From an optimization exercise on the open Yosys and OpenROAD flow, aimed at small area, a short achievable clock period and few clock cycles; shortcuts taken in it are not production practice. RTL that was checked went through simulation tests only; none was proved equivalent to the original. Power figures rest on the tool's default switching activity, not on a simulated workload.

==> run Y <==
// bat_ss
module bat_ss (
    input  wire        clk,
    input  wire        rst,
    input  wire        start,
    input  wire [3:0]  cfg_bits_in_m1,
    input  wire [3:0]  cfg_bits_out_m1,
    input  wire [7:0]  cfg_samples_m1,
    input  wire [7:0]  cfg_before,
    input  wire [7:0]  cfg_after,
    input  wire [3:0]  cfg_in_align_repeat,
    input  wire [3:0]  cfg_in_align_bits_m1,
    input  wire [3:0]  cfg_out_align_repeat,
    input  wire [3:0]  cfg_out_align_bits_m1,
    input  wire [15:0] cfg_repeat,
    input  wire        in_valid,
    input  wire        in_eod,
    input  wire [7:0]  in_data,
    output wire        in_ready,
    output wire        out_valid,
    output wire [7:0]  out_data,
    input  wire        out_ready,
    output wire        busy,
    output reg         ended_eod
);
Settings: LEC_CHECK=0, CAP_MARGIN=20, CORE_MARGIN=2, CORE_UTILIZATION=40, PLACE_DENSITY=0.6, SLEW_MARGIN=20; clock period 10.0 ns.
run.sh (not shown) runs the stock make flow with config.mk's settings and CLKGATE_MAP_FILE= SYNTH_SCRIPT=/design/flow/synth_recipe.tcl, a recipe that flattens the netlist after the stock synthesis.
==> run D (differences from run Y) <==
--- a/flow/config.mk
+++ b/flow/config.mk
@@ -7,6 +7,7 @@
 export LEC_CHECK = 0
 export CAP_MARGIN = 20
 export CORE_MARGIN = 2
 export CORE_UTILIZATION = 40
 export PLACE_DENSITY = 0.6
+export SETUP_SLACK_MARGIN = 5
 export SLEW_MARGIN = 20
==> run G (differences from run Y) <==
--- a/flow/design.v
+++ b/flow/design.v
@@ -48,11 +48,11 @@
     reg [4:0]  n;
     reg        s_v, s_smp, s_pad;
     reg [15:0] s_l;           
     reg        q_v, q_smp, q_pad;
     reg [15:0] q_l;           
-    reg [23:0] em;
+    reg [31:0] em;
     reg [5:0]  em_n;
     wire [4:0] a5 = {1'b0, a_m1} + 5'd1;
     wire [4:0] c5 = {1'b0, c_m1} + 5'd1;
     wire [4:0] u5 = {1'b0, in_u_m1} + 5'd1;
     wire [4:0] v5 = {1'b0, out_u_m1} + 5'd1;
@@ -379,22 +379,22 @@
     wire [4:0] to = (e_dbl && !e_xtail ? {ro, 1'b0} : {1'b0, ro}) + (ya_o ? {1'b0, yo} : {4'd0, bi_o});
     wire [3:0] ri_nx = modadd(ti, u5);
     wire [3:0] ro_nx = modadd(to, v5);
     wire [4:0] in_pad  = (ri == 4'd0) ? 5'd0 : u5 - {1'b0, ri};
     wire [4:0] out_pad = (ro == 4'd0) ? 5'd0 : v5 - {1'b0, ro};
-    wire [5:0] room_lim = 6'd23 - {2'd0, c_m1};           
+    wire [5:0] room_lim = 6'd31 - {2'd0, c_m1};           
     wire       room     = (em_n <= room_lim);
     wire       q_acc    = q_v && (!q_smp || room);
     wire       en_b     = !q_v || q_acc;
     wire       en_a     = !s_v || en_b;
     wire       fl       = (phase == P_END) && !s_v && !q_v;
     wire       em_ge8   = (em_n >= 6'd8);
     assign out_valid = em_ge8 || (fl && (em_n != 6'd0));
-    assign out_data  = em[23:16];
+    assign out_data  = em[31:24];
     wire       drain    = out_valid && out_ready;
-    wire [39:0] ins_sh  = {q_l, 24'd0} >> em_n;
-    wire [23:0] em_ins  = em | ((q_acc && q_smp) ? ins_sh[39:16] : 24'd0);
+    wire [47:0] ins_sh  = {q_l, 32'd0} >> em_n;
+    wire [31:0] em_ins  = em | ((q_acc && q_smp) ? ins_sh[47:16] : 32'd0);
     wire [5:0]  em_nadd = em_n + (q_acc && q_smp ? {2'd0, c_m1} + 6'd1 : 6'd0) +
                                  (q_acc && q_pad ? {1'b0, out_pad} : 6'd0);
     wire [5:0]  em_nsub = em_ge8 ? em_nadd - 6'd8 : 6'd0;
     reg  [15:0] e16;
     always @(*) begin
@@ -466,11 +466,11 @@
             s_v       <= 1'b0;
             q_v       <= 1'b0;
             em_n      <= 6'd0;
             n         <= 5'd0;
         end else begin
-            em   <= drain ? {em_ins[15:0], 8'd0} : em_ins;
+            em   <= drain ? {em_ins[23:0], 8'd0} : em_ins;
             em_n <= drain ? em_nsub : em_nadd;
             if (en_b) begin
                 q_v   <= s_v;
                 q_smp <= s_smp;
                 q_pad <= s_pad;
@@ -549,11 +549,11 @@
                     rep_left    <= cfg_repeat;
                     wev_d       <= 1'b0;
                     smp_left    <= cfg_samples_m1;
                     need        <= {1'b0, cfg_before} + {5'd0, cfg_bits_in_m1} + 9'd1;
                     n           <= 5'd0;
-                    em          <= 24'd0;
+                    em          <= 32'd0;
                     e_ph        <= E_AMOD;
                     e_j         <= 4'd4;
                     ri          <= 4'd0;
                     ro          <= 4'd0;
                     phase       <= P_SAMP;
--- a/flow/config.mk
+++ b/flow/config.mk
@@ -5,8 +5,9 @@
 export SDC_FILE = /design/flow/constraint.sdc
 export NUM_CORES = 4
 export LEC_CHECK = 0
 export CAP_MARGIN = 20
 export CORE_MARGIN = 2
-export CORE_UTILIZATION = 40
-export PLACE_DENSITY = 0.6
+export CORE_UTILIZATION = 65
+export PLACE_DENSITY = 0.8
+export SETUP_SLACK_MARGIN = 5
 export SLEW_MARGIN = 20
==> run summary <==
- Cell area, highest first: run G, run D, run Y.
- Power: run G > run D > run Y.
- Against run D, the critical path depth of run G is higher by 10.
- Area after synthesis is the same in run Y and run D.
- Global-route usage, highest first: run G, run Y, run D.
- The lowest non-clock buffer count belongs to run Y, the highest to run D.
- Sequential power is about the same in run D and run Y.
==> figures <==
	run G	run D	run Y
Result of the run	timing/DRC/antenna clean	timing/DRC/antenna clean	timing/DRC/antenna clean
Arithmetic-cell share of the synthesized area counting full adders, half adders and majority gates	0.0954	0.0991	0.0991
Post-Place Cells	2,802	3,047	3,051
Largest clock skew in the final design	0.0312 ns	0.0368 ns	0.0132 ns
Mux contribution to synthesized area	0.108	0.0972	0.0972
Clk network pwr share	0.141	0.152	0.137
Total Wirelength	61,400 µm	64,800 µm	64,000 µm
DR vias/cell	6.82	6.02	5.99
Max FFs per register	32	24	24
Synth top area share	0.299	0.297	0.297
Number of buffers and inverters on the critical path	1	3	2
GRT Total Usage	0.345	0.233	0.234
Most common cell after layout, fill and taps aside	nand2_1	nor2_1	nor2_1
Cell row count	66	83	83
Transition time at the pin with the least slew margin	1.04 ns	0.990 ns	1.10 ns
Compound-cell area share of the yosys netlist	0.217	0.218	0.218
Testbench counts of run G, summed over its fixed seeds: cycles 47,351.
Only the layout flow was run in run Y and run D; the RTL was not checked for function there.

## static timing again, ports no longer ideal
In the flow no input, the clock included, has a driving cell. The finished layouts below were timed again as built, in two steps.
Step 1: set_driving_cell puts a clkbuf_16 on clk and a buf_2 on each other input, an assumption about the parent block.
Step 2 adds t to the input delays and takes it off the output delays; t is the mean of the earliest and latest rising clock arrival at the registers after step 1. Input paths then give back, and output paths get back, about the clock's delay inside the block.
Three values: ideal ports, drivers, drivers and shift; two values: the first two.
| run | t (ns) | setup WS [ns] | latest minus earliest clock arrival (ns) | worst data-port slew with drivers (ns) | cell pins on the clock port's net |
|---|---|---|---|---|---|
| run Y | 0.647 | 4.085 / 4.022 / 3.804 | 0.015 / 0.015 | 0.08 | 1 |
| run D | 0.643 | 5.110 / 5.047 / 4.592 | 0.036 / 0.037 | 0.09 | 1 |
| run G | 0.607 | 5.133 / 5.133 / 4.626 | 0.031 / 0.031 | 0.05 | 1 |
After both steps every run listed still meets setup and hold. The setup slack of run D, which loses most, moves by -0.063 ns with the drivers and by -0.518 ns with both steps.
